Background: an optimization exercise with open tools, aiming at small area, a short achievable clock period and few clock cycles per item. Do not read the settings as production practice. The RTL was checked by simulation tests, not by an equivalence proof against the original design.

==> design/flow/design.v <==
module alpha_compositor (
    input  wire         clk,
    input  wire         rst,         
    input  wire         cmd_valid,
    output wire         cmd_ready,
    input  wire [127:0] cmd,
    output reg          rsp_valid,
    input  wire         rsp_ready,
    output wire [47:0]  rsp
);
    function [31:0] csa;
        input [15:0] x;
        input [15:0] y;
        input [15:0] z;
        reg   [15:0] s;
        reg   [15:0] c;
        begin
            s   = x ^ y ^ z;
            c   = (x & y) | (x & z) | (y & z);
            csa = {c[14:0], 1'b0, s};
        end
    endfunction
    function [15:0] wsum;
        input [9:0] F;
        input [9:0] B;
        input [5:0] a;
        reg   [15:0] r0, r1, r2, r3, r4, r5;
        reg   [31:0] t1, t2, t3, t4;
        begin
            r0 = {6'd0, a[0] ? F : B};
            r1 = {5'd0, a[1] ? F : B, 1'd0};
            r2 = {4'd0, a[2] ? F : B, 2'd0};
            r3 = {3'd0, a[3] ? F : B, 3'd0};
            r4 = {2'd0, a[4] ? F : B, 4'd0};
            r5 = {1'd0, a[5] ? F : B, 5'd0};
            t1 = csa(r0, r1, r2);
            t2 = csa(r3, r4, r5);
            t3 = csa(t1[15:0], t1[31:16], t2[15:0]);
            t4 = csa(t3[15:0], t3[31:16], t2[31:16]);
            wsum = t4[15:0] + t4[31:16];
        end
    endfunction
    reg        ready_q;
    assign cmd_ready = ready_q;
    wire       accept = cmd_valid && ready_q;
    wire [7:0] cop = cmd[127:120];
    reg        v1;
    reg [7:0]  op1;
    reg [15:0] a0, a1;          
    reg [5:0]  a2;              
    reg        a2hi;            
    reg        xbad1;           
    reg        chan1, bch1, bpx1, use31;
    always @(posedge clk) begin
        op1   <= cop;
        a0    <= cmd[95:80];
        a1    <= cmd[79:64];
        a2    <= cmd[53:48];
        a2hi  <= cmd[63:54] != 10'd0;
        xbad1 <= (cmd[119:96] != 24'd0) || (cmd[47:0] != 48'd0);
        chan1 <= (cop == 8'h02) || (cop == 8'h04);
        bch1  <= (cop == 8'h04);
        bpx1  <= (cop == 8'h05);
        use31 <= (cop == 8'h04) || (cop == 8'h05);
        v1    <= accept && !rst;
    end
    wire is_nop  = op1 == 8'h00;
    wire is_sqrt = op1 == 8'h01;
    wire is_mch  = op1 == 8'h02;
    wire is_mpx  = op1 == 8'h03;
    wire is_bch  = op1 == 8'h04;
    wire is_bpx  = op1 == 8'h05;
    wire is_uv   = op1 == 8'h08;
    wire is_set  = (op1 == 8'h10) || (op1 == 8'h11);
    wire legal   = is_nop | is_sqrt | is_mch | is_mpx | is_bch | is_bpx | is_uv | is_set;
    wire use2 = is_mch | is_mpx | is_bch | is_bpx;
    wire rsv_bad = xbad1 || (is_nop && a0 != 16'd0) || (!use2 && a1 != 16'd0)
                || (!use31 && (a2hi || a2 != 6'd0));
    wire rng_bad = (is_sqrt && a0[15:12] != 4'd0)
                || (chan1 && (a0[15:6] != 10'd0 || a1[15:6] != 10'd0))
                || (is_bch && a2hi);
    wire [1:0] cause = !legal ? 2'd1 : rsv_bad ? 2'd2 : rng_bad ? 2'd3 : 2'd0;
    wire [15:0] bgpx  = bpx1 ? a1 : 16'd0;
    wire [5:0]  al    = use31 ? a2 : a1[5:0];
    wire        alhi  = use31 ? a2hi : (a1[15:6] != 10'd0);
    wire [5:0]  g_f   = chan1 ? a0[5:0] : a0[10:5];
    wire [5:0]  g_b   = bch1 ? a1[5:0] : bgpx[10:5];
    wire [9:0]  FR, BR, FG, BG, FB, BB;
    ac_sq5 u_fr (.i(a0[15:11]),   .o(FR));
    ac_sq5 u_br (.i(bgpx[15:11]), .o(BR));
    ac_sq6 u_fg (.i(g_f),         .o(FG));
    ac_sq6 u_bg (.i(g_b),         .o(BG));
    ac_sq5 u_fb (.i(a0[4:0]),     .o(FB));
    ac_sq5 u_bb (.i(bgpx[4:0]),   .o(BB));
    wire [15:0] sR = wsum(FR, BR, al);
    wire [15:0] sG = wsum(FG, BG, al);
    wire [15:0] sB = wsum(FB, BB, al);
    wire [15:0] gin = is_sqrt ? {a0[11:0], 4'd0} : sG;
    wire al_hi   = alhi || al == 6'd63;
    wire al_zero = !alhi && al == 6'd0;
    wire [8:0]  uv_th;
    ac_uv_angle u_ang (.f0(a0), .th(uv_th));
    reg [2:0]  kind;
    reg [15:0] side;
    always @(*) begin
        if (cause != 2'd0) begin
            kind = 3'd1; side = {6'd0, op1, cause};
        end else if (is_mch) begin
            kind = 3'd2; side = sG;
        end else if ((is_mpx || is_bpx) && al_hi) begin
            kind = 3'd2; side = a0;
        end else if ((is_mpx || is_bpx) && al_zero) begin
            kind = 3'd2; side = a1;
        end else if (is_mpx || is_bpx) begin
            kind = 3'd3; side = 16'd0;
        end else if (is_sqrt || is_bch) begin
            kind = 3'd4; side = 16'd0;
        end else if (is_uv) begin
            kind = 3'd5; side = {7'd0, uv_th};
        end else begin
            kind = 3'd0; side = 16'd0;
        end
    end
    reg        v2;
    reg [2:0]  kind2;
    reg [15:0] side2;
    reg [9:0]  sR2, sB2;            
    reg [11:0] sG2;                 
    always @(posedge clk) begin
        v2    <= v1 && !rst;
        kind2 <= kind;
        side2 <= side;
        sR2   <= sR[15:6];
        sG2   <= gin[15:4];
        sB2   <= sB[15:6];
    end
    wire [4:0] rR, rB;
    wire [5:0] rG;
    ac_isqrt10 u_qr (.n(sR2), .r(rR));
    ac_isqrt12 u_qg (.n(sG2), .r(rG));
    ac_isqrt10 u_qb (.n(sB2), .r(rB));
    reg [1:0]  kc;
    reg [15:0] pc;
    always @(*) begin
        case (kind2)
            3'd1:    begin kc = 2'd3; pc = side2; end
            3'd2:    begin kc = 2'd1; pc = side2; end
            3'd3:    begin kc = 2'd1; pc = {rR, rG, rB}; end
            3'd4:    begin kc = 2'd1; pc = {10'd0, rG}; end
            3'd5:    begin kc = 2'd2; pc = side2; end
            default: begin kc = 2'd0; pc = side2; end
        endcase
    end
    reg [17:0] qm [0:2];
    reg [1:0]  wp, rp, cnt;
    reg [1:0]  occ;             
    always @(posedge clk) begin
        if (v2)
            qm[wp] <= {kc, pc};
    end
    wire        qne   = cnt != 2'd0;
    wire        have  = qne || v2;
    wire [17:0] nxt   = qne ? qm[rp] : {kc, pc};
    wire [8:0] uqr = qne ? qm[rp][8:0] : side2[8:0];
    wire [17:0] uv;
    ac_uv_table u_tab (.th(uqr), .o(uv));
    wire [8:0] dx = uv[8:0];
    wire [8:0] dy = uv[17:9];
    reg        fault;
    reg [7:0]  s_op;
    reg [1:0]  s_cause;
    reg [15:0] res0;
    reg [8:0]  res1;            
    assign rsp = {s_op, 2'b00, s_cause, 3'b000, fault, {7{res1[8]}}, res1, res0};
    wire [1:0] wp_i  = (wp == 2'd2) ? 2'd0 : wp + 2'd1;
    wire [1:0] rp_i  = (rp == 2'd2) ? 2'd0 : rp + 2'd1;
    wire [1:0] t_wp  = (v2 && qne) ? wp_i : wp;
    wire [1:0] t_rp  = qne ? rp_i : rp;
    wire [1:0] t_cnt = cnt - {1'b0, qne} + {1'b0, v2 && qne};
    wire [1:0] h_wp  = v2 ? wp_i : wp;
    wire [1:0] h_cnt = cnt + {1'b0, v2};
    wire [1:0] occ_a = occ + {1'b0, accept};
    wire       t_rdy = (occ_a - {1'b0, have}) != 2'd3;
    wire       h_rdy = occ_a != 2'd3;
    wire [1:0] t_occ = occ_a - {1'b0, have};
    wire [1:0] nk   = nxt[17:16];
    wire       live = have && !fault;
    wire       upd0 = live && (nk == 2'd1 || nk == 2'd2);
    wire       upd1 = live && (nk == 2'd2);
    wire       updf = live && (nk == 2'd3);
    wire [15:0] r0n = (nk == 2'd2) ? {{7{dx[8]}}, dx} : nxt[15:0];
    wire take = !rsp_valid || rsp_ready;
    always @(posedge clk) begin
        if (rst || (take && upd0)) res0 <= rst ? 16'd0 : r0n;
    end
    always @(posedge clk) begin
        if (rst || (take && upd1)) res1 <= rst ? 9'd0 : dy;
    end
    always @(posedge clk) begin
        if (rst || (take && updf)) begin
            fault   <= !rst;
            s_op    <= rst ? 8'd0 : nxt[9:2];
            s_cause <= rst ? 2'd0 : nxt[1:0];
        end
    end
    always @(posedge clk) begin
        if (rst) begin
            wp        <= 2'd0;
            rp        <= 2'd0;
            cnt       <= 2'd0;
            occ       <= 2'd0;
            ready_q   <= 1'b1;
            rsp_valid <= 1'b0;
        end else if (take) begin
            wp        <= t_wp;
            rp        <= t_rp;
            cnt       <= t_cnt;
            occ       <= t_occ;
            ready_q   <= t_rdy;
            rsp_valid <= have;
        end else begin
            wp        <= h_wp;
            cnt       <= h_cnt;
            occ       <= occ_a;
            ready_q   <= h_rdy;
        end
    end
endmodule
module ac_sq5(i, o);
  input [4:0] i;
  wire [4:0] i;
  output [9:0] o;
  wire [9:0] o;
  wire n0;
  wire n1;
  wire n10;
  wire n11;
  wire n12;
  wire n13;
  wire n14;
  wire n15;
  wire n16;
  wire n17;
  wire n18;
  wire n19;
  wire n2;
  wire n20;
  wire n3;
  wire n4;
  wire n5;
  wire n6;
  wire n7;
  wire n8;
  wire n9;
  assign n7 = ~i[0];
  assign n6 = i[2] & ~(i[1]);
  assign n5 = ~(i[3] ^ i[2]);
  assign n4 = ~n5;
  assign o[4] = n7 ? n6 : n4;
  assign o[2] = i[1] & ~(i[0]);
  assign n3 = ~i[3];
  assign n2 = i[1] & ~(n5);
  assign n1 = n2 & ~(n7);
  assign n0 = n3 & ~(n1);
  assign o[9] = i[4] & ~(n0);
  assign n20 = ~(i[2] ^ i[1]);
  assign o[3] = i[0] & ~(n20);
  assign n19 = i[4] & i[0];
  assign n18 = n5 & ~(n7);
  assign n17 = ~((n18 & i[2]) | n2);
  assign o[5] = ~(n17 ^ n19);
  assign n16 = ~i[2];
  assign n15 = n1 | ~(i[4]);
  assign o[8] = ~((i[3] & n16) | n15);
  assign n14 = ~n0;
  assign n13 = ~(i[4] & i[1]);
  assign n12 = i[1] ? i[4] : i[2];
  assign n11 = n12 & ~(n19);
  assign o[6] = ~((n11 | n3) & (n13 | n14));
  assign n10 = i[3] | ~(i[2]);
  assign n9 = ~i[1];
  assign n8 = i[4] ? n9 : n16;
  assign o[7] = ~((n8 | n3) & (n15 | n10));
  assign o[1:0] = { 1'h0, i[0] };
endmodule
module ac_sq6(i, o);
  input [5:0] i;
  wire [5:0] i;
  output [9:0] o;
  wire [9:0] o;
  wire n0;
  wire n1;
  wire n10;
  wire n11;
  wire n12;
  wire n13;
  wire n14;
  wire n15;
  wire n16;
  wire n17;
  wire n18;
  wire n19;
  wire n2;
  wire n20;
  wire n21;
  wire n22;
  wire n23;
  wire n24;
  wire n25;
  wire n26;
  wire n27;
  wire n28;
  wire n29;
  wire n3;
  wire n30;
  wire n31;
  wire n32;
  wire n33;
  wire n34;
  wire n35;
  wire n36;
  wire n37;
  wire n38;
  wire n39;
  wire n4;
  wire n40;
  wire n41;
  wire n42;
  wire n43;
  wire n44;
  wire n45;
  wire n46;
  wire n47;
  wire n48;
  wire n49;
  wire n5;
  wire n50;
  wire n51;
  wire n52;
  wire n53;
  wire n6;
  wire n7;
  wire n8;
  wire n9;
  assign n51 = ~((n52 | i[5]) & i[2]);
  assign n50 = i[5] & ~(i[3]);
  assign n49 = i[3] & ~(i[5]);
  assign n48 = ~((n50 & n52) | n49);
  assign n47 = ~(n48 & i[4]);
  assign n46 = n51 & ~(n47);
  assign n45 = n32 | n18;
  assign o[7] = ~((n45 & n37) | n46);
  assign o[9] = i[5] & ~(n31);
  assign n44 = n32 & ~(n30);
  assign n43 = n46 | ~(n44);
  assign n42 = ~((n52 | i[4]) & n8);
  assign n41 = n48 & ~(n42);
  assign n40 = ~(o[9] & n17);
  assign n39 = ~((n41 | i[2]) & n40);
  assign o[6] = n43 & ~(n39);
  assign n38 = n13 & ~(n17);
  assign o[1] = i[0] & ~(n38);
  assign n37 = ~i[4];
  assign n36 = i[5] & ~(i[1]);
  assign n35 = ~i[5];
  assign n34 = i[2] & i[3];
  assign n33 = n34 | n35;
  assign n32 = n33 & ~(n36);
  assign n31 = n37 & ~(n32);
  assign n30 = i[4] & i[3];
  assign n29 = n30 & ~(n35);
  assign o[8] = n29 | n31;
  assign o[0] = i[1] & ~(i[0]);
  assign n28 = ~o[0];
  assign n27 = ~(i[2] | i[3]);
  assign n26 = ~(n27 | n34);
  assign n25 = ~n26;
  assign n24 = ~(n34 | i[1]);
  assign n23 = ~(n24 | n27);
  assign n22 = n37 & ~(n23);
  assign n21 = ~(n23 & i[4]);
  assign n20 = ~(n21 & i[0]);
  assign o[3] = ~((n20 | n22) & (n25 | n28));
  assign n19 = ~i[0];
  assign n18 = ~i[3];
  assign n17 = i[2] & ~(i[1]);
  assign n16 = ~(i[4] ^ i[3]);
  assign n15 = n17 & ~(n16);
  assign n14 = n15 | n18;
  assign n13 = i[2] | ~(i[1]);
  assign n12 = n13 | n37;
  assign n11 = ~((n12 & n14) | n19);
  assign n10 = i[5] & ~(n11);
  assign n9 = ~(n10 & i[0]);
  assign n8 = i[1] | ~(i[3]);
  assign n7 = n17 | i[0];
  assign n6 = ~((n7 | n8) & (n16 | n28));
  assign n5 = ~((n11 & n35) | n6);
  assign o[4] = ~(n5 & n9);
  assign o[2] = i[0] ? n26 : n17;
  assign n4 = i[4] & ~(i[0]);
  assign n3 = ~((n4 | i[3]) & (n30 | i[2]));
  assign n2 = n10 & ~(n3);
  assign n1 = ~n3;
  assign n0 = ~((n1 | n10) & i[1]);
  assign n53 = ~((n11 & n36) | n15);
  assign o[5] = ~((n0 | n2) & n53);
  assign n52 = i[0] & i[1];
endmodule
module ac_isqrt12(n, r);
  input [11:0] n;
  wire [11:0] n;
  output [5:0] r;
  wire [5:0] r;
  wire n0;
  wire n1;
  wire n10;
  wire n11;
  wire n12;
  wire n13;
  wire n14;
  wire n15;
  wire n16;
  wire n17;
  wire n18;
  wire n19;
  wire n2;
  wire n20;
  wire n21;
  wire n22;
  wire n23;
  wire n24;
  wire n25;
  wire n26;
  wire n27;
  wire n28;
  wire n29;
  wire n3;
  wire n30;
  wire n31;
  wire n32;
  wire n33;
  wire n34;
  wire n35;
  wire n36;
  wire n37;
  wire n38;
  wire n39;
  wire n4;
  wire n40;
  wire n41;
  wire n42;
  wire n43;
  wire n44;
  wire n45;
  wire n46;
  wire n47;
  wire n48;
  wire n49;
  wire n5;
  wire n50;
  wire n51;
  wire n52;
  wire n53;
  wire n54;
  wire n55;
  wire n56;
  wire n57;
  wire n58;
  wire n59;
  wire n6;
  wire n60;
  wire n61;
  wire n62;
  wire n63;
  wire n64;
  wire n65;
  wire n66;
  wire n67;
  wire n68;
  wire n69;
  wire n7;
  wire n70;
  wire n71;
  wire n72;
  wire n73;
  wire n74;
  wire n75;
  wire n76;
  wire n77;
  wire n78;
  wire n79;
  wire n8;
  wire n80;
  wire n81;
  wire n9;
  assign r[3] = ~n48;
  assign n47 = ~(n[5] | n[4]);
  assign n46 = ~n47;
  assign n45 = ~n53;
  assign n44 = n[11] & ~(n50);
  assign n43 = ~(n55 & n59);
  assign n42 = ~((n43 & n44) | (n48 & n45));
  assign n41 = n61 & ~(n49);
  assign n40 = ~((n48 & r[4]) | n41);
  assign n39 = n40 ^ n[8];
  assign n38 = ~(n39 & r[5]);
  assign n37 = n39 ^ n52;
  assign n36 = n[6] ? n48 : n46;
  assign n35 = r[4] & ~(n36);
  assign n34 = ~r[4];
  assign n33 = ~(n36 & n34);
  assign n32 = n48 | n[6];
  assign n31 = ~((n32 & n[7]) | n41);
  assign n30 = ~((n31 & n33) | n35);
  assign n29 = ~((n30 | n37) & n38);
  assign n28 = n29 & n42;
  assign n27 = n28 ? n48 : n46;
  assign n26 = n27 ^ n[6];
  assign n25 = n26 ^ r[4];
  assign n24 = ~n[4];
  assign n23 = n24 & ~(n28);
  assign n22 = n23 ^ n[5];
  assign n21 = n22 | n48;
  assign n20 = n22 ^ n48;
  assign n19 = n[3] | n[2];
  assign n18 = n[4] ? n28 : n19;
  assign n17 = n20 & ~(n18);
  assign n16 = n21 & ~(n17);
  assign n15 = n25 & ~(n16);
  assign n14 = ~((n26 & r[4]) | n15);
  assign n13 = n33 & ~(n35);
  assign n12 = n13 & ~(n28);
  assign n11 = n12 ^ n31;
  assign n10 = ~(n11 ^ n52);
  assign n9 = n10 & n14;
  assign n8 = n52 & ~(n11);
  assign n7 = n30 ^ n37;
  assign n6 = ~((n39 & n42) | n7);
  assign n5 = n6 | n8;
  assign n4 = ~(n5 | n9);
  assign r[1] = ~n4;
  assign r[2] = ~n28;
  assign n3 = n4 ? n28 : n19;
  assign n2 = n3 ^ n24;
  assign n1 = n2 | n48;
  assign n0 = n18 ^ n20;
  assign n81 = n4 ? n22 : n0;
  assign n80 = n4 | n[2];
  assign n79 = n80 ^ n[3];
  assign n78 = n79 & ~(n28);
  assign n77 = ~(n[1] | n[0]);
  assign n76 = n[2] ? r[1] : n77;
  assign n75 = n28 & ~(n79);
  assign n74 = n76 & ~(n75);
  assign n73 = ~n2;
  assign n72 = ~((n73 | r[3]) & (n74 | n78));
  assign n71 = ~((n72 & n1) | (n81 & n34));
  assign n70 = ~n26;
  assign n69 = n16 ^ n25;
  assign n68 = n4 ? n70 : n69;
  assign n67 = ~((n68 | n52) & (n81 | n34));
  assign n66 = n6 | ~(n11);
  assign n65 = n10 ^ n14;
  assign n64 = ~((n65 & n66) | (n68 & n52));
  assign r[0] = ~((n67 | n71) & n64);
  assign n63 = ~(n[8] | n[9]);
  assign n62 = ~n63;
  assign r[4] = n[10] ? n[11] : n62;
  assign n61 = ~(n[7] | n[6]);
  assign n60 = ~(n61 | n[8]);
  assign n59 = ~n60;
  assign n58 = ~(n[8] & n[9]);
  assign n57 = n[10] & ~(n[11]);
  assign n56 = ~(n57 & n[9]);
  assign n55 = n56 & n58;
  assign n54 = ~n55;
  assign n53 = ~((r[4] & n63) | n54);
  assign n52 = ~(n[11] | n[10]);
  assign r[5] = ~n52;
  assign n51 = ~((r[5] & n53) | n59);
  assign n50 = ~(n63 ^ n[10]);
  assign n49 = n[11] ? n50 : n58;
  assign n48 = n49 & ~(n51);
endmodule
module ac_isqrt10(n, r);
  input [9:0] n;
  wire [9:0] n;
  output [4:0] r;
  wire [4:0] r;
  wire n0;
  wire n1;
  wire n10;
  wire n11;
  wire n12;
  wire n13;
  wire n14;
  wire n15;
  wire n16;
  wire n17;
  wire n18;
  wire n19;
  wire n2;
  wire n20;
  wire n21;
  wire n22;
  wire n23;
  wire n24;
  wire n25;
  wire n26;
  wire n27;
  wire n28;
  wire n29;
  wire n3;
  wire n30;
  wire n31;
  wire n32;
  wire n33;
  wire n34;
  wire n35;
  wire n36;
  wire n37;
  wire n38;
  wire n39;
  wire n4;
  wire n40;
  wire n41;
  wire n42;
  wire n43;
  wire n44;
  wire n45;
  wire n46;
  wire n47;
  wire n48;
  wire n49;
  wire n5;
  wire n50;
  wire n51;
  wire n6;
  wire n7;
  wire n8;
  wire n9;
  assign n43 = ~((n44 & n47) | (n0 & n17));
  assign n42 = n12 | ~(n13);
  assign n41 = r[1] & ~(n42);
  assign n40 = n41 ^ n10;
  assign n39 = ~((n40 | n36) & (n0 | n17));
  assign n38 = n9 ? n19 : n3;
  assign n37 = ~((n40 & n36) | n38);
  assign r[0] = ~((n39 | n43) & n37);
  assign n36 = ~(n[8] | n[9]);
  assign r[4] = ~n36;
  assign n35 = ~n[7];
  assign n34 = ~n[9];
  assign n33 = ~(n[8] | n[6]);
  assign r[3] = ~((n33 & n35) | (n[8] & n34));
  assign n32 = ~(n[5] | n[4]);
  assign n31 = n[7] ? n34 : n33;
  assign n30 = n[8] & n[9];
  assign n29 = ~(n30 | n31);
  assign n28 = n32 & ~(n[6]);
  assign n27 = n33 ^ n35;
  assign n26 = n[9] & ~(n27);
  assign n25 = ~n26;
  assign r[2] = ~((n25 & n28) | n29);
  assign n24 = r[2] & n32;
  assign n23 = ~(n[8] & n[6]);
  assign n22 = n28 & ~(n34);
  assign n21 = n31 | ~(n33);
  assign n20 = n21 & ~(n22);
  assign n19 = ~((n23 | n24) & n20);
  assign n18 = ~(n19 | n36);
  assign n17 = ~r[3];
  assign n16 = ~n29;
  assign n15 = ~(n[3] | n[2]);
  assign n14 = n[4] ? n16 : n15;
  assign n13 = n17 | ~(n14);
  assign n12 = n17 & ~(n14);
  assign n11 = r[2] & ~(n[4]);
  assign n10 = n11 ^ n[5];
  assign n9 = ~((n10 | n12) & n13);
  assign n8 = n[9] | ~(n[7]);
  assign n7 = n28 & ~(n8);
  assign n6 = n33 | n35;
  assign n5 = n32 | n[8];
  assign n4 = ~((n5 | n6) & (n25 | n28));
  assign n3 = n4 | n7;
  assign n2 = ~((n22 & n35) | n3);
  assign r[1] = ~((n9 | n18) & n2);
  assign n1 = r[1] ? n15 : r[2];
  assign n0 = n1 ^ n[4];
  assign n51 = r[1] & ~(n[3]);
  assign n50 = ~n[3];
  assign n49 = ~n15;
  assign n48 = r[1] ? n49 : n50;
  assign n47 = ~((n51 | r[2]) & n48);
  assign n46 = n[0] | n[2];
  assign n45 = ~(n46 | n[1]);
  assign n44 = ~((n48 | r[2]) & n45);
endmodule
module ac_uv_angle(f0, th);
  input [15:0] f0;
  wire [15:0] f0;
  output [8:0] th;
  wire [8:0] th;
  wire n0;
  wire n1;
  wire n10;
  wire n11;
  wire n12;
  wire n13;
  wire n14;
  wire n15;
  wire n16;
  wire n17;
  wire n18;
  wire n19;
  wire n2;
  wire n20;
  wire n21;
  wire n22;
  wire n23;
  wire n24;
  wire n25;
  wire n26;
  wire n27;
  wire n28;
  wire n29;
  wire n3;
  wire n30;
  wire n31;
  wire n32;
  wire n33;
  wire n34;
  wire n35;
  wire n36;
  wire n37;
  wire n38;
  wire n39;
  wire n4;
  wire n40;
  wire n41;
  wire n42;
  wire n43;
  wire n5;
  wire n6;
  wire n7;
  wire n8;
  wire n9;
  assign n26 = f0[14] & f0[8];
  assign n25 = ~(f0[13] | f0[7]);
  assign n24 = f0[12] & f0[6];
  assign n23 = ~f0[5];
  assign n22 = ~(f0[4] | f0[11]);
  assign n21 = f0[4] ^ f0[11];
  assign n20 = ~((n21 & n23) | n22);
  assign n19 = f0[12] ^ f0[6];
  assign n18 = ~((n19 & n20) | n24);
  assign n17 = f0[13] ^ f0[7];
  assign n16 = ~((n17 & n18) | n25);
  assign n15 = f0[14] ^ f0[8];
  assign n14 = ~((n15 & n16) | n26);
  assign n13 = f0[15] ^ f0[9];
  assign n12 = ~(n13 ^ n14);
  assign n11 = n19 ^ n20;
  assign n10 = n11 & ~(n12);
  assign n9 = n15 ^ n16;
  assign n8 = ~(n21 ^ f0[5]);
  assign n7 = n8 | n9;
  assign n6 = n17 ^ n18;
  assign n5 = n6 & f0[10];
  assign n4 = n13 & ~(n14);
  assign n3 = ~((f0[15] & f0[9]) | n4);
  assign n2 = n6 ^ f0[10];
  assign n1 = n2 & ~(n3);
  assign n0 = ~(n1 | n5);
  assign n43 = n8 ^ n9;
  assign n42 = n43 & ~(n0);
  assign n41 = n7 & ~(n42);
  assign n40 = ~(n11 ^ n12);
  assign n39 = n40 & ~(n41);
  assign n38 = ~(n39 | n10);
  assign n37 = ~(n2 ^ n3);
  assign n36 = n37 & n38;
  assign n35 = ~(n43 ^ n0);
  assign n34 = n35 | n36;
  assign n33 = n40 ^ n41;
  assign n32 = n34 & ~(n33);
  assign n31 = ~(n37 | n38);
  assign n30 = n35 & ~(n31);
  assign th[8] = n32 & ~(n30);
  assign n29 = ~(n31 | n36);
  assign th[7] = ~(n29 ^ n32);
  assign th[6] = ~(n33 ^ n34);
  assign n28 = ~n30;
  assign n27 = n29 | n32;
  assign th[5] = ~((n27 | n28) & n34);
  assign th[4] = ~f0[4];
  assign th[3:0] = f0[3:0];
endmodule
module ac_uv_table(th, o);
  input [8:0] th;
  wire [8:0] th;
  output [17:0] o;
  wire [17:0] o;
  wire n0;
  wire n1;
  wire n10;
  wire n100;
  wire n101;
  wire n102;
  wire n103;
  wire n104;
  wire n105;
  wire n106;
  wire n107;
  wire n108;
  wire n109;
  wire n11;
  wire n110;
  wire n111;
  wire n112;
  wire n113;
  wire n114;
  wire n115;
  wire n116;
  wire n117;
  wire n118;
  wire n119;
  wire n12;
  wire n120;
  wire n121;
  wire n122;
  wire n123;
  wire n124;
  wire n125;
  wire n126;
  wire n127;
  wire n128;
  wire n129;
  wire n13;
  wire n130;
  wire n131;
  wire n132;
  wire n133;
  wire n134;
  wire n135;
  wire n136;
  wire n137;
  wire n138;
  wire n139;
  wire n14;
  wire n140;
  wire n141;
  wire n142;
  wire n143;
  wire n144;
  wire n145;
  wire n146;
  wire n147;
  wire n148;
  wire n149;
  wire n15;
  wire n150;
  wire n151;
  wire n152;
  wire n153;
  wire n154;
  wire n155;
  wire n156;
  wire n157;
  wire n158;
  wire n159;
  wire n16;
  wire n160;
  wire n161;
  wire n162;
  wire n163;
  wire n164;
  wire n165;
  wire n166;
  wire n167;
  wire n168;
  wire n169;
  wire n17;
  wire n170;
  wire n171;
  wire n172;
  wire n173;
  wire n174;
  wire n175;
  wire n176;
  wire n177;
  wire n178;
  wire n179;
  wire n18;
  wire n180;
  wire n181;
  wire n182;
  wire n183;
  wire n184;
  wire n185;
  wire n186;
  wire n187;
  wire n188;
  wire n189;
  wire n19;
  wire n190;
  wire n191;
  wire n192;
  wire n193;
  wire n194;
  wire n195;
  wire n196;
  wire n197;
  wire n198;
  wire n199;
  wire n2;
  wire n20;
  wire n200;
  wire n201;
  wire n202;
  wire n203;
  wire n204;
  wire n205;
  wire n206;
  wire n207;
  wire n208;
  wire n209;
  wire n21;
  wire n210;
  wire n211;
  wire n212;
  wire n213;
  wire n214;
  wire n215;
  wire n216;
  wire n217;
  wire n218;
  wire n219;
  wire n22;
  wire n220;
  wire n221;
  wire n222;
  wire n223;
  wire n224;
  wire n225;
  wire n226;
  wire n227;
  wire n228;
  wire n229;
  wire n23;
  wire n230;
  wire n231;
  wire n232;
  wire n233;
  wire n234;
  wire n235;
  wire n236;
  wire n237;
  wire n238;
  wire n239;
  wire n24;
  wire n240;
  wire n241;
  wire n242;
  wire n243;
  wire n244;
  wire n245;
  wire n246;
  wire n247;
  wire n248;
  wire n249;
  wire n25;
  wire n250;
  wire n251;
  wire n252;
  wire n253;
  wire n254;
  wire n255;
  wire n256;
  wire n257;
  wire n258;
  wire n259;
  wire n26;
  wire n260;
  wire n261;
  wire n262;
  wire n263;
  wire n264;
  wire n265;
  wire n266;
  wire n267;
  wire n268;
  wire n269;
  wire n27;
  wire n270;
  wire n271;
  wire n272;
  wire n273;
  wire n274;
  wire n275;
  wire n276;
  wire n277;
  wire n278;
  wire n279;
  wire n28;
  wire n280;
  wire n281;
  wire n29;
  wire n3;
  wire n30;
  wire n31;
  wire n32;
  wire n33;
  wire n34;
  wire n35;
  wire n36;
  wire n37;
  wire n38;
  wire n39;
  wire n4;
  wire n40;
  wire n41;
  wire n42;
  wire n43;
  wire n44;
  wire n45;
  wire n46;
  wire n47;
  wire n48;
  wire n49;
  wire n5;
  wire n50;
  wire n51;
  wire n52;
  wire n53;
  wire n54;
  wire n55;
  wire n56;
  wire n57;
  wire n58;
  wire n59;
  wire n6;
  wire n60;
  wire n61;
  wire n62;
  wire n63;
  wire n64;
  wire n65;
  wire n66;
  wire n67;
  wire n68;
  wire n69;
  wire n7;
  wire n70;
  wire n71;
  wire n72;
  wire n73;
  wire n74;
  wire n75;
  wire n76;
  wire n77;
  wire n78;
  wire n79;
  wire n8;
  wire n80;
  wire n81;
  wire n82;
  wire n83;
  wire n84;
  wire n85;
  wire n86;
  wire n87;
  wire n88;
  wire n89;
  wire n9;
  wire n90;
  wire n91;
  wire n92;
  wire n93;
  wire n94;
  wire n95;
  wire n96;
  wire n97;
  wire n98;
  wire n99;
  assign n254 = ~th[8];
  assign n253 = ~(th[0] | th[1]);
  assign n252 = n253 & ~(th[2]);
  assign n251 = ~(th[4] | th[5]);
  assign n250 = th[7] & ~(n251);
  assign n249 = ~((th[6] & th[7]) | n250);
  assign n248 = ~(th[3] | th[5]);
  assign n247 = th[6] & ~(n248);
  assign n246 = ~((th[4] & th[6]) | th[7]);
  assign n245 = n246 & ~(n247);
  assign n244 = n245 | ~(n249);
  assign n243 = ~((n247 & n250) | th[8]);
  assign n242 = n243 & n244;
  assign n241 = n242 ^ th[3];
  assign n240 = ~(n241 | n252);
  assign n239 = n249 & ~(th[8]);
  assign n238 = ~(n239 & th[4]);
  assign n237 = ~(n239 | th[4]);
  assign n236 = n238 & ~(n237);
  assign n235 = ~th[3];
  assign n234 = n235 & ~(n242);
  assign n233 = n234 & n252;
  assign n232 = n233 ^ n236;
  assign n231 = n232 & ~(n240);
  assign n230 = ~((n234 & n238) | n237);
  assign n229 = n230 ^ th[5];
  assign n228 = ~n229;
  assign n227 = n231 & ~(n228);
  assign n226 = ~n227;
  assign n225 = ~(n230 | th[5]);
  assign n224 = ~(n225 ^ th[6]);
  assign n223 = ~n224;
  assign n222 = ~((n226 & n254) | n223);
  assign n221 = ~n222;
  assign n220 = n252 & ~(n235);
  assign n219 = ~n220;
  assign n218 = n241 & ~(n252);
  assign n217 = n219 & ~(n218);
  assign n216 = n232 & ~(n217);
  assign n215 = n216 & ~(n228);
  assign n214 = ~th[1];
  assign n213 = ~th[0];
  assign n212 = n242 & ~(n213);
  assign n211 = n212 ^ n214;
  assign n210 = ~n211;
  assign n209 = ~n253;
  assign n208 = n209 & ~(n242);
  assign n207 = n208 ^ th[2];
  assign n206 = th[1] & ~(th[0]);
  assign n205 = n206 & n207;
  assign n204 = ~(n205 | n252);
  assign n203 = n204 & ~(n210);
  assign n202 = n209 & ~(n207);
  assign n201 = n202 | n203;
  assign n200 = n215 & ~(n201);
  assign n199 = n231 | n242;
  assign n198 = n199 ^ n228;
  assign n197 = n231 ? n228 : n198;
  assign n196 = ~(n206 | n211);
  assign n195 = n196 & ~(n207);
  assign n194 = n216 & ~(n195);
  assign n193 = n197 & ~(n194);
  assign n192 = ~(n232 ^ n240);
  assign n191 = ~n192;
  assign n190 = ~n206;
  assign n189 = ~(n207 & n209);
  assign n188 = n189 & n240;
  assign n187 = ~(n188 & n190);
  assign n186 = n207 ? n190 : n213;
  assign n185 = ~((n191 | n253) & n217);
  assign n184 = ~((n185 & n187) | (n186 & n191));
  assign n183 = ~n236;
  assign n182 = n183 & ~(n217);
  assign n181 = n189 & ~(n252);
  assign n180 = n181 & ~(n211);
  assign n179 = ~((n180 | n205) & n182);
  assign n178 = n184 | ~(n179);
  assign n177 = n193 & ~(n178);
  assign n176 = n252 ? n235 : n241;
  assign n175 = n207 & ~(n176);
  assign n174 = n213 & ~(n175);
  assign n173 = n187 & ~(n211);
  assign n172 = ~n217;
  assign n171 = n192 & ~(n172);
  assign n170 = ~n171;
  assign n169 = ~((n170 | n203) & (n173 | n192));
  assign n168 = ~((n174 & n182) | n169);
  assign n167 = ~((n197 | n168) & n221);
  assign o[9] = ~((n167 | n177) & (n200 | n221));
  assign n166 = n243 & ~(n245);
  assign n165 = ~n166;
  assign n164 = ~n197;
  assign n163 = ~n232;
  assign n162 = n186 & ~(n253);
  assign n161 = ~n207;
  assign n160 = n161 & ~(n196);
  assign n159 = ~(n160 | n162);
  assign n158 = n159 | n163;
  assign n157 = n186 & n218;
  assign n156 = n158 & ~(n157);
  assign n155 = th[0] & ~(n207);
  assign n154 = ~n155;
  assign n153 = n154 & ~(n203);
  assign n152 = n153 ^ n217;
  assign n151 = n192 ? n156 : n152;
  assign n150 = ~(n211 & th[0]);
  assign n149 = n150 & ~(n206);
  assign n148 = n154 & ~(n149);
  assign n147 = ~(n148 | n159);
  assign n146 = n172 ? n213 : n147;
  assign n145 = ~(n146 & n191);
  assign n144 = n211 & ~(n181);
  assign n143 = n144 | n202;
  assign n142 = n205 | ~(n182);
  assign n141 = ~((n142 | n203) & (n143 | n170));
  assign n140 = n197 & ~(n141);
  assign n139 = ~((n140 & n145) | (n151 & n164));
  assign n138 = n139 | ~(n221);
  assign n137 = n166 & o[9];
  assign n136 = n144 & n215;
  assign n135 = n207 & ~(n149);
  assign n134 = n135 | n159;
  assign n133 = n188 & ~(n210);
  assign n132 = ~((n188 | n211) & n192);
  assign n131 = ~((n132 | n133) & (n134 | n192));
  assign n130 = ~(n131 | n197);
  assign n129 = ~n130;
  assign n128 = n186 & ~(n252);
  assign n127 = n171 & ~(n196);
  assign n126 = n128 | ~(n127);
  assign n125 = ~n196;
  assign n124 = n207 & ~(n150);
  assign n123 = n124 | n176;
  assign n122 = n123 | n160;
  assign n121 = ~((n122 & n191) | (n157 & n125));
  assign n120 = ~(n121 & n126);
  assign n119 = n197 & ~(n120);
  assign n118 = n221 & ~(n119);
  assign n117 = ~((n118 & n129) | (n136 & n222));
  assign n116 = n117 & n166;
  assign n115 = n116 | n137;
  assign n114 = ~((n115 | n138) & n166);
  assign n113 = ~((n154 & n211) | n195);
  assign n112 = n113 & ~(n182);
  assign n111 = ~(n112 & n169);
  assign n110 = ~(n134 | n192);
  assign n109 = n182 & ~(n113);
  assign n108 = n134 & n200;
  assign n107 = n108 | n109;
  assign n106 = ~((n110 & n217) | n107);
  assign n105 = ~((n106 & n111) | n197);
  assign n104 = n180 | ~(n189);
  assign n103 = ~((n104 & n191) | (n185 & n189));
  assign n102 = ~(n149 & n216);
  assign n101 = ~(n102 & n197);
  assign n100 = ~((n101 | n103) & n221);
  assign n99 = ~(n100 | n105);
  assign n98 = ~((n99 & n114) | n165);
  assign n97 = ~(n197 | n222);
  assign n96 = n195 | n172;
  assign n95 = n192 & ~(n144);
  assign n94 = ~(n188 | n192);
  assign n93 = n180 | n217;
  assign n92 = ~((n93 & n94) | (n95 & n96));
  assign n91 = n183 & ~(n176);
  assign n90 = n198 & ~(n91);
  assign n89 = ~(n90 | n222);
  assign n88 = ~((n89 & n193) | (n92 & n97));
  assign n87 = ~((n88 | n98) & n166);
  assign n86 = ~((n94 | n171) & n221);
  assign n85 = n86 | n193;
  assign n84 = n87 & ~(n85);
  assign n83 = n84 | ~(n166);
  assign n82 = n97 & ~(n171);
  assign o[16] = n82 ^ n83;
  assign o[15] = ~(n85 ^ n87);
  assign o[14] = n88 ^ n98;
  assign n81 = ~n97;
  assign n80 = ~(n134 | n155);
  assign n79 = n80 | n172;
  assign n78 = ~(n144 | n180);
  assign n77 = n78 & ~(n205);
  assign n76 = n79 & ~(n77);
  assign n75 = n133 | n192;
  assign n74 = ~((n127 & n181) | (n143 & n182));
  assign n73 = ~((n75 | n76) & n74);
  assign n72 = n149 & ~(n207);
  assign n71 = n135 | ~(n176);
  assign n70 = n71 | n72;
  assign n69 = n218 & ~(n236);
  assign n68 = ~((n70 & n94) | n69);
  assign n67 = n68 | n222;
  assign n66 = ~((n67 & n81) | (n73 & n164));
  assign o[13] = ~(n66 ^ n98);
  assign o[12] = n99 ^ n114;
  assign o[11] = n115 ^ n138;
  assign o[10] = n117 ^ n137;
  assign n65 = ~n160;
  assign n64 = n227 | n242;
  assign n63 = n64 ^ n223;
  assign n62 = ~n63;
  assign n61 = n198 & ~(n232);
  assign n60 = ~((n149 | n176) & (n175 | th[0]));
  assign n59 = ~n198;
  assign n58 = ~(n232 & n176);
  assign n57 = ~((n58 | n124) & n59);
  assign n56 = n236 & ~(n176);
  assign n55 = ~n56;
  assign n54 = n162 & ~(n55);
  assign n53 = ~n91;
  assign n52 = ~n176;
  assign n51 = n232 | n52;
  assign n50 = n51 | ~(n148);
  assign n49 = n155 | n206;
  assign n48 = ~((n49 | n53) & n50);
  assign n47 = n48 | n54;
  assign n46 = ~(n198 & n232);
  assign n45 = ~((n150 | n175) & n190);
  assign n44 = ~((n45 | n46) & (n47 | n57));
  assign n43 = ~((n60 & n61) | n44);
  assign n42 = ~(n64 & n223);
  assign n41 = n219 & ~(n42);
  assign n40 = ~n41;
  assign n39 = ~((n40 | n65) & (n43 | n62));
  assign o[0] = ~n39;
  assign n38 = ~n239;
  assign n37 = ~n72;
  assign n36 = n53 | n80;
  assign n35 = ~((n51 | n159) & n59);
  assign n34 = ~((n127 & n204) | n35);
  assign n33 = ~n61;
  assign n32 = ~(n149 ^ n175);
  assign n31 = n204 & ~(n147);
  assign n30 = ~((n31 | n46) & (n32 | n33));
  assign n29 = ~((n34 & n36) | n30);
  assign n28 = ~((n29 | n62) & (n40 | n37));
  assign n27 = n239 & ~(n39);
  assign n26 = n27 | ~(n28);
  assign n25 = ~((n146 | n206) & n207);
  assign n24 = ~((n25 & n154) | n33);
  assign n23 = ~(n56 & n147);
  assign n22 = n72 | ~(n181);
  assign n21 = n22 | n53;
  assign n20 = n150 & n204;
  assign n19 = ~((n20 | n51) & (n58 | th[0]));
  assign n18 = n21 & ~(n19);
  assign n17 = ~((n18 & n23) | n198);
  assign n16 = n190 & ~(n160);
  assign n15 = n16 ^ n176;
  assign n14 = ~((n15 | n46) & n63);
  assign n13 = n14 | n17;
  assign n12 = n13 | n24;
  assign n11 = ~((n12 | n26) & n239);
  assign n10 = n16 | ~(n176);
  assign n9 = n10 ^ n31;
  assign n8 = n9 | n46;
  assign n7 = ~n241;
  assign n6 = ~n113;
  assign n5 = ~((n45 & n7) | (n6 & n176));
  assign n4 = ~((n52 & n253) | n232);
  assign n3 = n202 | ~(n4);
  assign n2 = n149 & ~(n155);
  assign n1 = ~((n2 | n55) & (n58 | n211));
  assign n0 = n3 & ~(n1);
  assign n281 = ~((n0 & n59) | (n5 & n61));
  assign n280 = ~((n281 & n8) | n62);
  assign n279 = ~((n280 & n11) | n38);
  assign n278 = n175 | ~(n232);
  assign n277 = n71 & ~(n278);
  assign n276 = ~(n123 & n163);
  assign n275 = ~((n276 | n72) & n198);
  assign n274 = ~((n275 | n277) & n57);
  assign n273 = n277 | n171;
  assign n272 = ~((n273 | n57) & n63);
  assign n271 = n272 | ~(n274);
  assign n270 = ~((n271 | n279) & n239);
  assign n269 = ~((n278 & n53) | n62);
  assign n268 = n269 & n57;
  assign n267 = ~(n268 & n270);
  assign n266 = ~(n267 & n239);
  assign n265 = n63 & n90;
  assign o[7] = n265 ^ n266;
  assign o[6] = n268 ^ n270;
  assign o[5] = n271 ^ n279;
  assign n264 = ~((n119 | n77) & n232);
  assign n263 = ~((n119 & n77) | n264);
  assign n262 = n51 | ~(n22);
  assign n261 = ~((n53 | n143) & n262);
  assign n260 = n261 | n263;
  assign n259 = ~((n78 & n172) | n278);
  assign n258 = n69 | n198;
  assign n257 = ~((n258 | n259) & n63);
  assign n256 = ~((n260 & n198) | n257);
  assign o[4] = ~(n256 ^ n279);
  assign o[3] = n280 ^ n11;
  assign n255 = ~(n26 & n239);
  assign o[2] = ~(n12 ^ n255);
  assign o[1] = ~(n27 ^ n28);
  assign o[17] = ~((n82 & n84) | n165);
  assign o[8] = ~((n176 | n238) & n266);
endmodule
==> design/flow/flow/run.sh <==
#!/bin/bash
# The standard layout, with sky130_fd_sc_hd__buf_2 as the buffer that
# buffer_ports puts on every input and output port.
set -euo pipefail
export BUFFER_PORTS_ARGS="-buffer_cell sky130_fd_sc_hd__buf_2"
bash standard.sh > standard_flow.log 2>&1
==> design/flow/standard.sh <==
#!/bin/bash
# synth_recipe.tcl (not shown) runs the flow's synth.tcl, then flattens the netlist and writes it again
# the make line also repeats each setting of config.mk as NAME=value (left out here)
make -C /OpenROAD-flow-scripts/flow DESIGN_CONFIG=/design/flow/config.mk WORK_HOME=/design/flow/orfs CLKGATE_MAP_FILE= SYNTH_SCRIPT=/design/flow/synth_recipe.tcl "${@:-finish}"
==> design/flow/config.mk <==
export PLATFORM = sky130hd
export DESIGN_NAME = alpha_compositor
export DESIGN_NICKNAME = alpha_compositor
export VERILOG_FILES = /design/flow/design.v
export SDC_FILE = /design/flow/constraint.sdc
export NUM_CORES = 4
export LEC_CHECK = 0
export ABC_AREA = 1
export CAP_MARGIN = 20
export CORE_MARGIN = 2
export CORE_UTILIZATION = 70
export CTS_CLUSTER_DIAMETER = 100
export CTS_CLUSTER_SIZE = 30
export SLEW_MARGIN = 40
==> design/flow/constraint.sdc <==
create_clock -name core_clock -period 33.0 [get_ports {clk}]
set_input_delay 6.6000 -clock core_clock [delete_from_list [all_inputs] [get_ports {clk}]]
set_output_delay 6.6000 -clock core_clock [all_outputs]
set_load 0.01 [all_outputs]
==> results of run 1 <==
[synth_stat cells (3+ instances only)]
cell | number | area share, %
o21bai_1 | 6 | 0.25
nand2_2 | 9 | 0.32
clkinv_1 | 6 | 0.13
a21boi_0 | 3 | 0.13
o31ai_1 | 13 | 0.55
a31oi_1 | 8 | 0.28
a22o_1 | 5 | 0.25
a21o_1 | 3 | 0.13
a21oi_2 | 4 | 0.20
o211ai_1 | 14 | 0.59
a311oi_1 | 4 | 0.20
nor2_4 | 3 | 0.19
nand3_1 | 122 | 3.4
or2_2 | 23 | 0.81
xnor2_1 | 10 | 0.49
inv_1 | 363 | 7.7
ha_1 | 117 | 8.3
xor2_1 | 27 | 1.3
inv_2 | 16 | 0.34
o2111ai_1 | 3 | 0.15
a21oi_1 | 98 | 2.8
a221oi_1 | 6 | 0.30
nor3_1 | 16 | 0.45
nor4_1 | 28 | 0.99
nand4_1 | 11 | 0.39
fa_1 | 101 | 11
clkbuf_1 | 48 | 1.0
buf_4 | 15 | 0.63
nor2_1 | 166 | 3.5
o21ai_1 | 12 | 0.34
buf_2 | 3 | 0.085
nor2_2 | 4 | 0.14
a22oi_1 | 6 | 0.25
dfxtp_1 | 117 | 13
nand3b_1 | 4 | 0.17
o21ai_0 | 283 | 8.0
edfxtp_1 | 90 | 15
o22ai_1 | 11 | 0.39
a211oi_1 | 11 | 0.47
o221ai_1 | 9 | 0.44
o311ai_0 | 6 | 0.30
nand2_1 | 588 | 12
[worst max path at each step]
stage	startpoint	endpoint	slack [ns]	depth (start not counted)
3_3_place_gp	rst	res0[2]	24.91	4
3_5_place_dp	rst	res0[6]	24.80	4
4_1_cts	res1[8]	rsp[26]	25.16	1
5_1_grt	register	res0[15]	24.73	36
6_report	res1[8]	rsp[30]	25.17	1
2_1_floorplan	rsp_ready	res0[0]	24.60	2
[worst min-delay path, cell delays in order (launching register included)]
cell and delay, ns:
dfxtp_1 0.32, inv_1 0.04, nor2_1 0.03
[metal layers]
metal	global-route usage, %	wire length (um)	vias to the layer above
met5	0	0	-
met4	21.48	3203	0
met3	6.450	5360	250
met2	65.65	24660	1140
met1	48.16	19270	7997
li1	-	-	8187
[sequential cells by signal, indices dropped and copies added, names as in the netlist, 3 cells and up, named ones only]
name   cells
sR2       10
res0      16
res1       9
op1        8
a2         6
kind2      3
s_op       8
sG2       12
side2     16
a1        16
a0        16
sB2       10
qm        54
[layout make-up]
| cell class | instances | area, um^2 |
|---|---|---|
| well taps | 330 | 412.9 |
| flip-flops and latches | 207 | 5045 |
| multi-input cells | 1759 | 11000 |
| fillers | 1840 | 5669 |
| inverters | 386 | 1451 |
| clock inverters | 6 | 103.9 |
| repair buffers | 192 | 1016 |
| clock buffers | 16 | 336.6 |
[per-stage QoR]
stage | instance area [um^2] | std cells | utilization [%] | hold slack, ns
finish | 19370 | 2896 | 77.36 | 0.4213
global route | 19370 | 2896 | 77.36 | 0.4583
CTS | 19360 | 2896 | 77.31 | 0.4266
detailed placement | 18920 | 2874 | 75.55 | 0.4059
global placement | 18870 | 2870 | 75.37 | 0.3988
floorplan | 17760 | 2420 | - | 0.3883
[kinds of logic after synthesis]
kind of cell	count (synthesis)	share of synthesized area (%)
and+or+nand+nor	984	23.41
buffers and inverters	454	10.04
adders and majority gates	218	19.65
xor gates and xnor gates	38	1.918
AOI/OAI and AO/OA	514	16.52
other	1	0.02114
DFF	207	28.44
==> flow_summary.yaml, run 1 <==
outcome:
  status: "timing/DRC/antenna clean"
yosys:
  async_flop_share_pct: 0
  synth-edff-count: 90
  synth.yosys.warnings: 1
  synth_area_per_cell_um2: 7.343
  synth-seq-cells: 207
  synth.cell_area_um2: 17740
  synth_top_flop_cell: "dfxtp_1"
  ys_types: 62
  syn_inst: 2416
  ys_seq_area_share_pct: 28.44
sta:
  slew_headroom_pct: 39.88
  tns_ns: 0
  hold_viol: 0
  finalCritPeriodShare_pct: 23.73
  finalCriticalPeriod_ns: 7.830
  setup_violations: 0
  worst_pin_slew_ns: 0.8924
  slew_violations: 0
  rsz0062_at_grt: "false"
  fmax_ghz: 0.1277
  setup_ws_ns: 25.17
  finClkSkew_ns: 0.04861
critical_path:
  cp_top_family: "flip-flops"
  required_ns: 26.40
  start_kind: "register"
  slowest_stage: "edfxtp_1"
  critPathKind: "reg2out"
  critPathBufInv: 1
  reg2reg_slack_ns: 25.24
  critPathMaxStageDelay_ns: 0.54
  reg2reg_depth: 36
  worstSetupEndpointType: "primary output"
  cp_cell_sequence: "buf_2"
  rr_endpoint: "res0[15]"
  critPathMaxFanout: 8
  critPathArrivalTime_ns: 1.23
global_routing:
  grt_start_max_net_pins: 45
  grt_pass1_vias: 16668
  grtUsageTotal_pct: 39.10
  antenna_found_initial: 0
  overflow: 0
  grt_pass1_wl_mm: 82.62
cts:
  cts_inserted_buffers: 13
  cts_tree: "yes"
  clock-sinks: 207
  ctsResizeCount: 0
  post_cts_buffers: 0
  cts_max_level: 1
  cts_hold_buf: 0
  root_buffer: "clkbuf_16"
  clkTransAtPathRegs_ns: 0.11
  worstSkewPairLatency_ns: 0.52
  clk_path_buf_depth: 3
hold_path:
  hp-start: "v1"
  holdPathEnd: "v2"
  hp-class: "reg2reg"
  hold_depth: 2
place:
  gp_congestion: 1.021
  io_buffers: 176
  dp_worst_setup_slack_ns: 24.80
  place_hpwl_mm: 40.51
drt:
  drc: 0
  drt-initial-drc-count: 1922
  totalWireLength_mm: 52.49
  wl_per_cell_um: 18.13
  via_per_inst: 6.068
  postRouteAntennaNets: 0
  vias: 17574
  firstDrtPassIters: 8
die:
  fp.dieH_um: 163.2
  rows: 58
  die_area_um2: 26630
  coreArea_um2: 25040
  fp.dieW_um: 163.2
  io_pins: 182
  initial_core_util_pct: 70.86
layout:
  area_delta_synth_final_pct: 9.168
  nNetsFinal: 2909
  antenna_cells: 0
  final_common_cell: "nand2_1"
  drive_above_1_share_pct: 11.50
  final_cell_mix: "nand2_1 (588), inv_1 (362), o21ai_0 (283)"
flow_run:
  cap_viol_max_count: 0
Testbench counts, summed over its fixed seeds: cycles 18,018, items 18,000.
==> inputs of run 2 (changes only) <==
--- a/design/flow/config.mk
+++ b/design/flow/config.mk
@@ -10,5 +10,5 @@
 export CORE_MARGIN = 2
-export CORE_UTILIZATION = 70
+export CORE_UTILIZATION = 60
 export CTS_CLUSTER_DIAMETER = 100
 export CTS_CLUSTER_SIZE = 30
-export SLEW_MARGIN = 40
+export SLEW_MARGIN = 70
==> flow_summary.yaml, run 2 <==
layout:
  ff_latch_area_um2: 5064
  final_common_cell: "nand2_1"
  antenna_cells: 0
  area_delta_synth_final_pct: 11.98
  num-fill-cells: 2456
  nNetsFinal: 2919
  final_area_um2: 19870
  drive_above_1_share_pct: 14.24
  multi_input_area_um2: 11290
  largest_reg_flops: 54
  fin_cells: 2961
  regMostFlops: "qm"
  final_cell_mix: "nand2_1 (588), inv_1 (357), o21ai_0 (263)"
critical_path:
  critPathLaunch: "res1[8]"
  reg2reg_from: "cnt[0]"
  reg2reg_slack_ns: 25.82
  critPathKind: "reg2out"
  reg2reg_depth: 36
  slowest_stage: "edfxtp_1"
  required_ns: 26.40
  critPathBufInv: 1
  worstSetupEndpointType: "primary output"
  critPathMaxFanout: 8
  cp_top_family: "flip-flops"
  critPathMaxStageDelay_ns: 0.50
  critPathArrivalTime_ns: 1.18
  start_kind: "register"
  rr_endpoint: "res0[7]"
  cp_cell_sequence: "buf_2"
place:
  gp_congestion: 0.9426
  place_area_um2: 19220
  place_hpwl_mm: 41.68
  dp.cells: 2936
  io_buffers: 176
global_routing:
  grt_pass1_vias: 16406
  antenna_found_initial: 1
  grt_pass1_wl_mm: 83.91
  grt_start_max_net_pins: 44
  overflow: 0
  grtUsageTotal_pct: 33.76
drt:
  firstDrtPassIters: 6
  wl_per_cell_um: 17.80
  totalWireLength_mm: 52.71
  via_per_inst: 5.792
  postRouteAntennaNets: 0
  vias: 17149
  drt-initial-drc-count: 1731
  drc: 0
sta:
  finalCriticalPeriod_ns: 7.777
  rsz0062_at_grt: "false"
  tns_ns: 0
  hold_viol: 0
  finClkSkew_ns: 0.02186
  slew_violations: 0
  fmax_ghz: 0.1286
  whs_ns: 0.4209
  finalCritPeriodShare_pct: 23.57
  setup_violations: 0
yosys:
  async_flop_share_pct: 0
  yosysTopAreaCell: "edfxtp_1"
  synth_compound_area_share_pct: 16.52
  synth_top_family_by_area: "simple AND/OR/NAND/NOR gates"
  synthXorXnorAreaFrac_pct: 1.918
  synth-edff-count: 90
  synth-seq-cells: 207
  synth_area_per_cell_um2: 7.343
  synth.cell_area_um2: 17740
  ys_seq_area_share_pct: 28.44
  synth.yosys.warnings: 1
  synth.mux.area_fraction_pct: 0
  ys_types: 62
  synth_simple_gate_area_share_pct: 23.41
  synthMostInstantiatedCell: "nand2_1"
  synth_commonest_cells: "nand2_1 (588), inv_1 (363), o21ai_0 (283), nor2_1 (166), nand3_1 (122)"
  yosys-top-cells-area: "edfxtp_1 (15%), dfxtp_1 (13%), nand2_1 (12%)"
  synth_top_flop_cell: "dfxtp_1"
  synthAdderAreaFrac_pct: 19.65
  syn_inst: 2416
  synth_top_area_share_pct: 15.23
cts:
  cts_hold_buf: 0
  root_buffer: "clkbuf_16"
  post_cts_buffers: 0
  clk_path_buf_depth: 3
  clkTransAtPathRegs_ns: 0.11
  clock-sinks: 207
  cts_inserted_buffers: 14
  worstSkewPairLatency_ns: 0.49
  ctsResizeCount: 0
  cts_tree: "yes"
  cts_max_level: 1
die:
  die_area_um2: 30960
  coreArea_um2: 28940
  io_pins: 182
  initial_core_util_pct: 61.31
  rows: 62
  fp.dieH_um: 176.0
  fp.dieW_um: 176.0
hold_path:
  hold_depth: 2
  holdPathEnd: "v2"
  hp-start: "v1"
  hp-class: "reg2reg"
outcome:
  status: "timing/DRC/antenna clean"
flow_run:
  cap_viol_max_count: 0
==> run 2: cell types whose count changed in the layout (fill, tap and decap cells not counted), moves of 4 or more <==
cell and delta:
o21ai_4 +4, xnor2_1 -4, o21ai_1 +9, o21ai_2 +7, dfxtp_2 +12, o21ai_0 -20
o31ai_4 +4, nor2_1 -10, inv_1 -5, xnor2_2 +4, nor2_2 +9, dfxtp_1 -13
buf_2 +6
==> run 2: metrics by stage <==
stage	worst slack [ns]	utilization [%]
2_1_floorplan	24.60	-
3_5_place_dp	25.02	66.43
3_3_place_gp	24.88	65.50
5_1_grt	25.17	68.66
4_1_cts	25.20	68.23
6_report	25.22	68.66
==> run 2: worst max path at each step <==
| stage | end | slack (ns) | depth (start not counted) |
|---|---|---|---|
| 2_1_floorplan | res0[0] | 24.60 | 2 |
| 3_3_place_gp | res0[2] | 24.88 | 4 |
| 3_5_place_dp | ready_q | 25.02 | 8 |
| 4_1_cts | rsp[26] | 25.20 | 1 |
| 5_1_grt | rsp[31] | 25.17 | 1 |
| 6_report | rsp[30] | 25.22 | 1 |
==> run 2: cells by family after synthesis <==
| kind of cell | after synthesis |
|---|---|
| flip-flops | 207 |
| buffers and inverters | 454 |
| XOR/XNOR | 38 |
| AO/OA/AOI/OAI | 514 |
| adder cells (fa/ha/maj) | 218 |
| AND/OR/NAND/NOR | 984 |
| other | 1 |
==> run 2: area by class of cell <==
type | count | share of cell area [%]
clock buffer | 18 | 1.946
clock inverter | 6 | 0.6739
inverter | 386 | 7.325
multi-input combinational | 1759 | 56.85
sequential | 207 | 25.49
tap | 384 | 2.418
timing repair buffer | 201 | 5.303
==> run 2: worst reg2reg max path, delay by kind of cell (launching register included) <==
family / cells / cell delay (ns)
AO/OA/AOI/OAI: 6 / 0.79
flip-flops: 1 / 0.46
buffers and inverters: 7 / 1.26
adder cells (fa/ha/maj): 6 / 1.75
AND/OR/NAND/NOR: 15 / 2.15
XOR/XNOR: 2 / 0.51
==> run 2: routing by layer <==
| metal | up-vias | track usage, % | part of all wire (%) |
|---|---|---|---|
| met5 | - | 0 | 0 |
| met4 | 0 | 12.29 | 4.0 |
| met3 | 154 | 4.414 | 7.0 |
| met2 | 789 | 59.17 | 49 |
| met1 | 7981 | 42.82 | 40 |
| li1 | 8225 | - | - |
==> inputs of run 3 (changes only) <==
--- a/design/flow/design.v
+++ b/design/flow/design.v
@@ -173,3 +173,4 @@
     reg [8:0]  res1;            
-    assign rsp = {s_op, 2'b00, s_cause, 3'b000, fault, {7{res1[8]}}, res1, res0};
+    reg        res1_s;          
+    assign rsp = {s_op, 2'b00, s_cause, 3'b000, fault, {4{res1_s}}, {3{res1[8]}}, res1, res0};
     wire [1:0] wp_i  = (wp == 2'd2) ? 2'd0 : wp + 2'd1;
@@ -198,2 +199,5 @@
     end
+    always @(posedge clk) begin
+        if (rst || (take && upd1)) res1_s <= !rst && uqr > 9'd72 && uqr < 9'd216;
+    end
     always @(posedge clk) begin
==> flow_summary.yaml, run 3 <==
layout:
  nNetsFinal: 2905
  area_delta_synth_final_pct: 11.06
  largest_reg_flops: 54
  final_common_cell: "nand2_1"
  num-fill-cells: 2605
  final_area_um2: 19800
  drive_above_1_share_pct: 14.21
  final_cell_mix: "nand2_1 (559), inv_1 (365), o21ai_0 (266)"
  regMostFlops: "qm"
die:
  fp.dieW_um: 176.4
  coreArea_um2: 29480
  die_area_um2: 31100
  fp.dieH_um: 176.4
  rows: 63
  io_pins: 182
  initial_core_util_pct: 60.46
yosys:
  async_flop_share_pct: 0
  synth_commonest_cells: "nand2_1 (559), inv_1 (371), o21ai_0 (288), nor2_1 (160)"
  synth_area_per_cell_um2: 7.415
  synth.yosys.warnings: 1
  synth-seq-cells: 208
  synth_top_flop_cell: "dfxtp_1"
  ys_types: 65
  syn_inst: 2404
  synth.cell_area_um2: 17820
  synth-edff-count: 91
  synth_top_area_share_pct: 15.33
  yosys-top-cells-area: "edfxtp_1 (15%), dfxtp_1 (13%), nand2_1 (12%)"
  synthMostInstantiatedCell: "nand2_1"
  ys_seq_area_share_pct: 28.47
  yosysTopAreaCell: "edfxtp_1"
global_routing:
  grt_start_max_net_pins: 47
  grt_pass1_wl_mm: 81.66
  grtUsageTotal_pct: 32.96
  grt_pass1_vias: 16309
  overflow: 0
  antenna_found_initial: 1
critical_path:
  critPathKind: "reg2out"
  cp_cell_sequence: "buf_2"
  worstSetupEndpointType: "primary output"
  required_ns: 26.40
  critPathCapture: "rsp[27]"
  critPathLaunch: "res1[8]"
  critPathMaxFanout: 4
  reg2reg_from: "cnt[1]"
  critPathBufInv: 1
  critPathMaxStageDelay_ns: 0.50
  start_kind: "register"
  rr_endpoint: "res0[14]"
  slowest_stage: "edfxtp_1"
  crit_cells: 1
  critPathArrivalTime_ns: 1.17
  reg2reg_slack_ns: 25.78
  cp_top_family: "flip-flops"
  reg2reg_depth: 33
drt:
  firstDrtPassIters: 6
  vias: 16818
  totalWireLength_mm: 50.76
  via_per_inst: 5.697
  wl_per_cell_um: 17.19
  drc: 0
  postRouteAntennaNets: 0
  drt-initial-drc-count: 1366
sta:
  finalCriticalPeriod_ns: 7.767
  finClkSkew_ns: 0.06019
  hold_viol: 0
  slew_violations: 0
  tns_ns: 0
  finalCritPeriodShare_pct: 23.54
  setup_violations: 0
  rsz0062_at_grt: "false"
  fmax_ghz: 0.1288
cts:
  clkTransAtPathRegs_ns: 0.11
  worstSkewPairLatency_ns: 0.52
  cts_inserted_buffers: 12
  post_cts_buffers: 0
  root_buffer: "clkbuf_16"
  cts_max_level: 1
  clock-sinks: 208
  cts_hold_buf: 0
  clk_path_buf_depth: 3
  cts_tree: "yes"
  ctsResizeCount: 0
flow_run:
  cap_viol_max_count: 0
place:
  io_buffers: 176
  place_area_um2: 19330
  gp_congestion: 0.9936
  place_hpwl_mm: 40.64
hold_path:
  hp-class: "reg2reg"
outcome:
  status: "timing/DRC/antenna clean"
[run 3: cell count changes in the layout (fill, tap and decap cells not counted), moves of 7 or more]
| cell | before | now |
|---|---|---|
| nor2_1 | 156 | 147 |
| nand2_2 | 9 | 19 |
| or2_2 | 23 | 16 |
| nand2_1 | 588 | 559 |
| inv_1 | 357 | 365 |
| nand3_1 | 122 | 114 |
[run 3: final cells by class]
| cell class | instances | area, um^2 | area share, % |
|---|---|---|---|
| Clock inverter | 5 | 68.82 | 0.3476 |
| Multi-Input combinational cell | 1742 | 11310 | 57.14 |
| Tap cell | 390 | 488.0 | 2.465 |
| Timing Repair Buffer | 201 | 1052 | 5.315 |
| Inverter | 390 | 1471 | 7.433 |
| Clock buffer | 15 | 311.5 | 1.574 |
| Sequential cell | 208 | 5091 | 25.72 |
| Antenna cell | 1 | 2.502 | 0.01264 |
[run 3: through the flow]
| stage | cells | hold slack [ns] | worst slack, ns | utilization (%) |
|---|---|---|---|---|
| floorplan | 2408 | 0.3883 | 24.59 | - |
| global placement | 2917 | 0.4156 | 24.79 | 64.55 |
| detailed placement | 2930 | 0.4272 | 24.93 | 65.56 |
| CTS | 2950 | 0.4417 | 25.22 | 66.85 |
| global route | 2951 | 0.4608 | 25.20 | 67.14 |
| finish | 2952 | 0.4332 | 25.23 | 67.15 |
[run 3: per-layer routing]
metal / up-vias / routed length [um] / global-route usage, %
li1: 8187 / - / -
met1: 7720 / 19910 / 39.73
met2: 723 / 24190 / 56.86
met3: 188 / 3454 / 4.070
met4: 0 / 3207 / 19.11
met5: - / 0 / 0
[run 3: cells by family (layout without fill, tap and decap cells)]
family          count (synthesis)  count (layout)  share of synthesized area (%)
buf+inv                       458             611                          10.04
fa+ha+maj                     218             218                          19.56
simple gates                  960             960                          23.03
other cells                     1               6                        0.02104
xor+xnor                       42              42                          2.211
mux                             2               2                         0.1263
flops                         208             208                          28.47
compound gates                515             515                          16.55
[run 3: how the worst min path moves through the flow]
stage	from	cells past startpoint	end
6_report	v1	2	v2
5_1_grt	v1	2	v2
4_1_cts	v1	2	v2
3_5_place_dp	v1	2	v2
3_3_place_gp	v1	2	v2
2_1_floorplan	v1	2	v2
Testbench counts of run 3, summed over its fixed seeds: cycles 18,018, items 18,000.

==> port drivers added, routing unchanged <==
In the flow no input, the clock included, has a driving cell. The finished layouts below were timed again as built, in two steps. Step 1 sets driving cells, clkbuf_16 on the clock port and buf_2 on the other inputs (assumed; they add their load-dependent delay and slew). Step 2 also shifts input and output timing later by t, the mid clock arrival at the registers, as if the neighbouring blocks saw the same clock. Slacks: ideal ports / drivers / drivers and shift; pairs: ideal ports / drivers.
run | shift t [ns] | setup slack, ns | hold slack, ns
run 1 | 0.552 | 25.170 / 25.111 / 24.765 | 0.421 / 0.421 / 0.421
run 2 | 0.530 | 25.223 / 25.177 / 25.041 | 0.421 / 0.421 / 0.421
run 3 | 0.546 | 25.233 / 25.177 / 24.944 | 0.433 / 0.433 / 0.433
After both steps every run listed still meets setup and hold. The setup slack of run 1, which loses most, moves by -0.059 ns with the drivers and by -0.405 ns with both steps.
